What follows belongs to an exercise in optimizing a design on an open flow for small area, a short achievable clock period and few clock cycles per item; a production flow would make more cautious choices. Function was checked by simulation only, so behaviour that the tests miss may differ from the original. Power and IR drop assume default switching activity.

Setup of job 101:
==> flow/design.v <==
module ptouch_rast (
    input  wire        clk,
    input  wire        rst,         
    input  wire [1:0]  cfg_fmt,     
    input  wire [9:0]  cfg_wd,      
    input  wire [9:0]  cfg_pd,      
    input  wire [9:0]  cfg_tp,      
    input  wire [9:0]  cfg_rm,      
    input  wire        in_valid,
    output wire        in_ready,
    input  wire [31:0] in_pix,      
    output wire        out_valid,
    input  wire        out_ready,
    output wire [7:0]  out_data,
    output wire        out_last
);
    localparam integer DEPTH = 4;           
    localparam integer CAP   = DEPTH + 1;   
    reg fgray, pd_nz;
    always @(posedge clk) begin
        fgray <= (cfg_fmt == 2'd0);
        pd_nz <= (cfg_pd != 10'd0);
    end
    reg        rst_q;
    always @(posedge clk) rst_q <= rst;
    reg        in_ready_r;
    reg  [9:0] A, B;
    reg  [8:0] C;
    reg  [2:0] iph;       
    reg        fb;        
    reg        cs;        
    wire fire = in_valid && in_ready_r;
    wire [10:0] ab   = {1'b0, A} - {1'b0, B} - 11'd2;
    wire row_pre     = !ab[10];
    wire row_band    = !row_pre && (B != 10'd0);
    wire row_last    = !row_pre && ((C == 9'd0 && A == 10'd1) || (C == 9'd1 && A == 10'd0));
    wire row_lb      = row_band && (B == 10'd1);
    wire row_sb      = row_band && (fb || iph == 3'd0);    
    wire       row_postc = !row_pre && !row_band && (C != 9'd0);
    wire [1:0] a_dec     = row_pre ? 2'd2 : {1'b0, !row_postc};
    wire [8:0] c_inc     = row_pre ? 9'd1 : {9{row_postc}};
    wire [9:0] A_n   = row_last ? cfg_wd      : A - {8'd0, a_dec};
    wire [9:0] B_n   = row_last ? cfg_pd      : B - {9'd0, row_band};
    wire [8:0] C_n   = row_last ? 9'd0        : C + c_inc;
    wire [2:0] iph_n = row_last ? cfg_rm[2:0] : iph + {2'd0, row_band};
    wire       fb_n  = row_last || (fb && !row_band);
    always @(posedge clk) begin
        if (rst_q) begin
            A <= cfg_wd; B <= cfg_pd; C <= 9'd0; iph <= cfg_rm[2:0]; fb <= 1'b1;
            cs <= 1'b1;
        end else if (fire) begin
            A <= A_n; B <= B_n; C <= C_n; iph <= iph_n; fb <= fb_n;
            cs <= row_last;
        end
    end
    wire       a_one = (cfg_fmt != 2'd2);
    wire       a_lo  = !in_pix[7];
    wire [6:0] a6_in = a_one ? 7'h7f : (a_lo ? 7'd0 : in_pix[6:0]);
    reg [23:0] p0;        
    reg [6:0]  a60;       
    reg        v0, lb0;
    always @(posedge clk) begin
        p0  <= in_pix[31:8];
        a60 <= a6_in;
        v0  <= !rst_q && fire && row_band;
        lb0 <= row_lb;
    end
    wire [9:0] m1 = {3'b001, a60};
    wire [9:0] m2 = {2'b01, a60, 1'b0};
    wire [8:0] t30 = {2'd0, a60} + {1'd0, a60, 1'b0};     
    wire [9:0] m3 = {1'b0, t30} + 10'd384;
    function [9:0] msel(input [1:0] d);
        msel = (d == 2'd0) ? 10'd0 : (d == 2'd1) ? m1 : (d == 2'd2) ? m2 : m3;
    endfunction
    function [15:0] mul(input [7:0] c);
        mul = {6'd0, msel(c[1:0])} + {4'd0, msel(c[3:2]), 2'd0}
            + {2'd0, msel(c[5:4]), 4'd0} + {msel(c[7:6]), 6'd0};
    endfunction
    wire [15:0] xr = mul(p0[23:16]);
    wire [15:0] xg = mul(p0[15:8]);
    wire [15:0] xb = mul(p0[7:0]);
    wire [8:0] er  = {1'b0, xr[15:8]} + {1'b0, xr[7:0]} + 9'd1;
    wire [8:0] eg  = {1'b0, xg[15:8]} + {1'b0, xg[7:0]} + 9'd1;
    wire [8:0] eb  = {1'b0, xb[15:8]} + {1'b0, xb[7:0]} + 9'd1;
    reg  [7:0] hr1, hg1, hb1;
    reg  [2:0] e1;
    reg  [6:0] a61;
    reg        gb1, v1, lb1;
    always @(posedge clk) begin
        hr1 <= xr[15:8];
        hg1 <= xg[15:8];
        hb1 <= xb[15:8];
        e1  <= {er[8], eg[8], eb[8]};
        a61 <= a60;
        gb1 <= (p0[23:16] < 8'd127);
        v1  <= !rst_q && v0;
        lb1 <= lb0;
    end
    wire [10:0] d  = {3'd0, hr1} + {3'd0, hg1} + {3'd0, hb1}
                   + {10'd0, e1[2]} + {10'd0, e1[1]} + {10'd0, e1[0]}
                   - {4'd0, a61} - {3'd0, a61, 1'b0};
    wire       pbit = fgray ? gb1 : d[10];
    reg  [2:0] ph;        
    reg  [7:0] sh;
    reg        pushq, pushl;    
    wire       push;
    wire [7:0] bitv = {7'd0, pbit} << (3'd7 - ph);
    always @(posedge clk) begin
        if (rst_q) begin
            ph    <= cfg_rm[2:0];
            sh    <= 8'd0;
            pushq <= 1'b0;
            pushl <= 1'b0;
        end else begin
            if (push) pushq <= 1'b0;
            if (v1) begin
                sh    <= pushq ? bitv : (sh | bitv);
                pushq <= (ph == 3'd7) || lb1;
                pushl <= lb1;
                ph    <= lb1 ? cfg_rm[2:0] : ph + 3'd1;
            end else if (push) begin
                sh <= 8'd0;
            end
        end
    end
    reg [8:0] fm [0:DEPTH-1];
    reg [1:0] wp, rp;
    reg [2:0] fcnt;
    wire      fne  = (fcnt != 3'd0);
    assign    push = pushq && (fcnt != DEPTH);
    wire [8:0] head = fm[rp];
    always @(posedge clk) begin
        if (push) fm[wp] <= {pushl, sh};
    end
    reg       ov, ol;     
    reg       sv, sl;     
    reg [7:0] sb;
    reg [7:0] ob;
    reg [6:0] L, T;       
    reg       bdone;      
    reg [1:0] pend;       
    reg [2:0] nb;         
    assign out_valid = ov;
    assign out_data  = ob;
    assign out_last  = ol;
    assign in_ready  = in_ready_r;
    wire l_nz      = (L != 7'd0);
    wire t_one     = (T == 7'd1);
    wire emit_zero = l_nz || !pd_nz || bdone;
    wire go0       = (pend != 2'd0) && (emit_zero || fne);    
    wire ld        = !sv;                                      
    wire go        = go0 && ld;
    wire hold      = ov && !out_ready;                         
    wire [7:0] nbyte = emit_zero ? 8'd0 : head[7:0];
    wire pop       = go && !emit_zero;
    wire line_end  = go && (T == 7'd1);
    wire pop1  = go0 && !emit_zero;              
    wire lend1 = go0 && (T == 7'd1);             
    wire [2:0] fcnt_0 = fcnt + {2'd0, push};
    wire [2:0] fcnt_1 = fcnt + {2'd0, push} - {2'd0, pop1};
    wire [1:0] pend_00 = pend;
    wire [1:0] pend_01 = pend - {1'b0, lend1};
    wire [1:0] pend_10 = pend + {1'b0, cs};
    wire [1:0] pend_11 = pend + {1'b0, cs} - {1'b0, lend1};
    wire [2:0] nb_00 = nb;
    wire [2:0] nb_01 = nb - {2'd0, pop1};
    wire [2:0] nb_10 = nb + {2'd0, row_sb};
    wire [2:0] nb_11 = nb + {2'd0, row_sb} - {2'd0, pop1};
    wire [2:0] nb_f1   = ld ? nb_11 : nb_10;
    wire [2:0] nb_f0   = ld ? nb_01 : nb_00;
    wire [1:0] pend_f1 = ld ? pend_11 : pend_10;
    wire [1:0] pend_f0 = ld ? pend_01 : pend_00;
    wire ir_f1 = !(nb_f1 == CAP && (iph_n == 3'd0 || fb_n)) && !(row_last && pend_f1 == 2'd2);
    wire ir_f0 = !(nb_f0 == CAP && (iph == 3'd0 || fb))     && !(cs && pend_f0 == 2'd2);
    wire ir_n  = fire ? ir_f1 : ir_f0;
    always @(posedge clk) begin
        if (rst_q) begin
            L     <= cfg_rm[9:3];
            T     <= cfg_tp[9:3];
            bdone <= 1'b0;
            pend  <= 2'd0;
            nb    <= 3'd0;
            wp    <= 2'd0;
            rp    <= 2'd0;
            fcnt  <= 3'd0;
        end else begin
            if (go) begin
                L     <= t_one ? cfg_rm[9:3] : L - {6'd0, l_nz};
                T     <= t_one ? cfg_tp[9:3] : T - 7'd1;
                bdone <= !t_one && (bdone || (!emit_zero && head[8]));
            end
            if (push) wp <= wp + 2'd1;
            if (pop)  rp <= rp + 2'd1;
            fcnt <= ld ? fcnt_1 : fcnt_0;
            pend <= fire ? pend_f1 : pend_f0;
            nb   <= fire ? nb_f1 : nb_f0;
        end
    end
    always @(posedge clk) begin
        if (rst || rst_q) begin
            ov         <= 1'b0;
            sv         <= 1'b0;
            in_ready_r <= !rst;
        end else begin
            ov         <= hold || sv || go;
            sv         <= sv ? hold : (go && hold);
            in_ready_r <= ir_n;
        end
        if (!hold) begin
            ob <= sv ? sb : nbyte;
            ol <= sv ? sl : t_one;
        end
        if (!sv) begin
            sb <= nbyte;
            sl <= t_one;
        end
    end
endmodule
==> flow/config.mk <==
export PLATFORM = sky130hd
export DESIGN_NAME = ptouch_rast
export DESIGN_NICKNAME = ptouch_rast
export VERILOG_FILES = /design/flow/design.v
export SDC_FILE = /design/flow/constraint.sdc
export NUM_CORES = 4
export LEC_CHECK = 0
export CAP_MARGIN = 20
export CORE_MARGIN = 2
export CORE_UTILIZATION = 40
export SLEW_MARGIN = 20
==> flow/constraint.sdc <==
create_clock -name core_clock -period 28.0 [get_ports {clk}]
set_input_delay 5.6000 -clock core_clock [delete_from_list [all_inputs] [get_ports {clk}]]
set_output_delay 5.6000 -clock core_clock [all_outputs]
set_load 0.01 [all_outputs]
standard.sh (not shown) runs the stock make flow with config.mk's settings and CLKGATE_MAP_FILE= SYNTH_SCRIPT=/design/flow/synth_recipe.tcl, a recipe that flattens the netlist after the stock synthesis.
==> flow/flow/run.sh <==
#!/bin/bash
# The standard layout (bash standard.sh, standard synthesis unchanged) with
# two placement/CTS choices passed through ORFS's own variables:
#  - port buffers: plain buf_1 cells instead of the delay cells that
#    buffer_ports picks by default;
#  - clock tree: larger sink clusters and no dummy loads.
# make's full output goes to standard.log; ORFS's per-step logs stay under orfs/logs.
set -euo pipefail
export BUFFER_PORTS_ARGS="-buffer_cell sky130_fd_sc_hd__buf_1"
export CTS_ARGS="-sink_clustering_enable -repair_clock_nets -dont_use_dummy_load -sink_clustering_size 14 -sink_clustering_max_diameter 100 -buf_list sky130_fd_sc_hd__clkbuf_8"
bash standard.sh > standard.log 2>&1
Testbench counts of job 101, summed over its fixed seeds: cycles 307,095, items 303,778.
Setup changes, job 101 to job 102
Settings: swapping 20 for 60 in SLEW_MARGIN.
diff --git a/flow/flow/run.sh b/flow/flow/run.sh
--- a/flow/flow/run.sh
+++ b/flow/flow/run.sh
@@ -4,8 +4,11 @@
 #  - port buffers: plain buf_1 cells instead of the delay cells that
 #    buffer_ports picks by default;
+#  - before the placement resizer, flow/outdrive.tcl gives the output
+#    ports' buffers and the flip-flops that drive them the next drive strength;
 #  - clock tree: larger sink clusters and no dummy loads.
 # make's full output goes to standard.log; ORFS's per-step logs stay under orfs/logs.
 set -euo pipefail
 export BUFFER_PORTS_ARGS="-buffer_cell sky130_fd_sc_hd__buf_1"
+export PRE_RESIZE_TCL="$PWD/flow/outdrive.tcl"
 export CTS_ARGS="-sink_clustering_enable -repair_clock_nets -dont_use_dummy_load -sink_clustering_size 14 -sink_clustering_max_diameter 100 -buf_list sky130_fd_sc_hd__clkbuf_8"
 bash standard.sh > standard.log 2>&1
==> flow/flow/outdrive.tcl (new file) <==
# Before the placement resizer: the output ports' buffers and the flip-flops
# that drive them get the next drive strength of the same cell.
set n_up 0
foreach port [all_outputs] {
  set pnet [get_nets -quiet [get_full_name $port]]
  if {[llength $pnet] != 1} { continue }
  foreach bpin [get_pins -quiet -of_objects $pnet -filter "direction==output"] {
    set buf [get_cells -of_objects $bpin]
    if {[get_property $buf ref_name] eq "sky130_fd_sc_hd__buf_1"} {
      replace_cell $buf [get_lib_cells sky130_fd_sc_hd__buf_2]
    }
    foreach ipin [get_pins -quiet -of_objects $buf -filter "direction==input"] {
      set inet [get_nets -quiet -of_objects $ipin]
      foreach dpin [get_pins -quiet -of_objects $inet -filter "direction==output"] {
        set inst [get_cells -of_objects $dpin]
        set master [get_property $inst ref_name]
        if {[regexp {^(sky130_fd_sc_hd__dfxtp)_1$} $master -> base]} {
          replace_cell $inst [get_lib_cells ${base}_2]
          incr n_up
        }
      }
    }
  }
}
puts "outdrive.tcl: upsized $n_up output flip-flops"
[summary]
All of job 102 and job 101 finish clean. Going from job 101 to job 102, wire length of the first global-routing pass grew slightly. Lower path depth of the worst reg2reg path goes to job 102 over job 101. Compared job 102 vs job 101, and final standard cell utilization of the core is up in job 102. Taking job 101 as the reference, in job 102 number of placed cells counting well taps held; final cycle utilization of the critical path went down 0.79 points; combinational power went up about 1%; share of the final layout cell area in multi-input gates held; non-clock buffer count went up 2.9%. As of job 102, length of routed wiring on met1 had risen slightly compared to job 101. For job 102, the beginning of the critical path was ob[5], unlike job 101, where it was in_valid. On arrival time of data at the critical path endpoint, the lower figure sits with job 102, not job 101. On detail-routed net length per standard cell, job 102 and job 101 are basically level.
diff inputs: job 102 => job 103
diff --git a/flow/flow/run.sh b/flow/flow/run.sh
--- a/flow/flow/run.sh
+++ b/flow/flow/run.sh
@@ -4,6 +4,6 @@
 #  - port buffers: plain buf_1 cells instead of the delay cells that
 #    buffer_ports picks by default;
-#  - before the placement resizer, flow/outdrive.tcl gives the output
-#    ports' buffers and the flip-flops that drive them the next drive strength;
+#  - before the placement resizer, flow/outdrive.tcl gives the flip-flops
+#    that drive output ports the next drive strength;
 #  - clock tree: larger sink clusters and no dummy loads.
 # make's full output goes to standard.log; ORFS's per-step logs stay under orfs/logs.
diff --git a/flow/flow/outdrive.tcl b/flow/flow/outdrive.tcl
--- a/flow/flow/outdrive.tcl
+++ b/flow/flow/outdrive.tcl
@@ -1,4 +1,4 @@
-# Before the placement resizer: the output ports' buffers and the flip-flops
-# that drive them get the next drive strength of the same cell.
+# Before the placement resizer: the flip-flops that drive output ports (through
+# their port buffers) get the next drive strength of the same cell.
 set n_up 0
 foreach port [all_outputs] {
@@ -7,7 +7,4 @@
   foreach bpin [get_pins -quiet -of_objects $pnet -filter "direction==output"] {
     set buf [get_cells -of_objects $bpin]
-    if {[get_property $buf ref_name] eq "sky130_fd_sc_hd__buf_1"} {
-      replace_cell $buf [get_lib_cells sky130_fd_sc_hd__buf_2]
-    }
     foreach ipin [get_pins -quiet -of_objects $buf -filter "direction==input"] {
       set inet [get_nets -quiet -of_objects $ipin]
The final reports for job 103 and job 102 show number of antenna repair diodes lower in the former.
Compared job 103 against job 102; routed wire length within noise.
On via count, job 103 and job 102 are basically level.
Compared with job 102, job 103 shows a higher via count of the first global-routing pass.
#### Input delta (job 104 over job 103)
Settings: GPL_TIMING_DRIVEN newly set to 0.
diff --git a/flow/flow/run.sh b/flow/flow/run.sh
--- a/flow/flow/run.sh
+++ b/flow/flow/run.sh
@@ -4,6 +4,6 @@
 #  - port buffers: plain buf_1 cells instead of the delay cells that
 #    buffer_ports picks by default;
-#  - before the placement resizer, flow/outdrive.tcl gives the flip-flops
-#    that drive output ports the next drive strength;
+#  - before the placement resizer, flow/outdrive.tcl gives the output
+#    ports' buffers and the flip-flops that drive them the next drive strength;
 #  - clock tree: larger sink clusters and no dummy loads.
 # make's full output goes to standard.log; ORFS's per-step logs stay under orfs/logs.
diff --git a/flow/flow/outdrive.tcl b/flow/flow/outdrive.tcl
--- a/flow/flow/outdrive.tcl
+++ b/flow/flow/outdrive.tcl
@@ -1,4 +1,4 @@
-# Before the placement resizer: the flip-flops that drive output ports (through
-# their port buffers) get the next drive strength of the same cell.
+# Before the placement resizer: the output ports' buffers and the flip-flops
+# that drive them get the next drive strength of the same cell.
 set n_up 0
 foreach port [all_outputs] {
@@ -7,4 +7,7 @@
   foreach bpin [get_pins -quiet -of_objects $pnet -filter "direction==output"] {
     set buf [get_cells -of_objects $bpin]
+    if {[get_property $buf ref_name] eq "sky130_fd_sc_hd__buf_1"} {
+      replace_cell $buf [get_lib_cells sky130_fd_sc_hd__buf_2]
+    }
     foreach ipin [get_pins -quiet -of_objects $buf -filter "direction==input"] {
       set inet [get_nets -quiet -of_objects $ipin]
- The final layouts of job 103 and job 104 pass the timing, design-rule and antenna checks.
- in_ready as the worst setup path endpoint was reported by job 103, and e1[1] by job 104.
- Looking at critical path start-end classification, the reg2reg result is from job 104; the reg2out one comes from job 103.
- The run with more setup slack is job 103; job 104 has less.
- Row non-clock buffer count: job 104 higher / job 103 lower
- Cmp job 104 vs job 103: area occupied by multi-input gates lower in job 104

## re-timing with driven ports
No port has a modelled driver above. Below, the same layouts with a new extraction and two added sets of constraints.
Step 1 (the two cells are an assumption about what drives the block):
set clk [get_ports {clk}]
set_driving_cell -lib_cell sky130_fd_sc_hd__clkbuf_16 $clk
set_driving_cell -lib_cell sky130_fd_sc_hd__buf_2 [delete_from_list [all_inputs] $clk]
Step 2 times the ports against the registers' clock, not the clock port: input delays grow and output delays shrink by t, the midpoint of the rising clock arrivals with the driver on.
Slacks: no drivers / after step 1 / after step 2; pairs: no drivers / after step 1.
run	t (ns)	slack for setup (ns)	worst slew at a driven data input, ns	pins driven straight from the clock port
job 101	0.569	21.122 / 21.146 / 20.578	0.04	1
job 102	0.574	21.344 / 21.295 / 20.971	0.04	1
job 103	0.570	21.308 / 21.262 / 20.966	0.04	1
job 104	0.592	20.551 / 20.551 / 20.506	0.05	1
After both steps setup and hold are still met in every run listed. The setup slack of job 101, which loses most, moves by +0.024 ns with the drivers and by -0.544 ns with both steps.
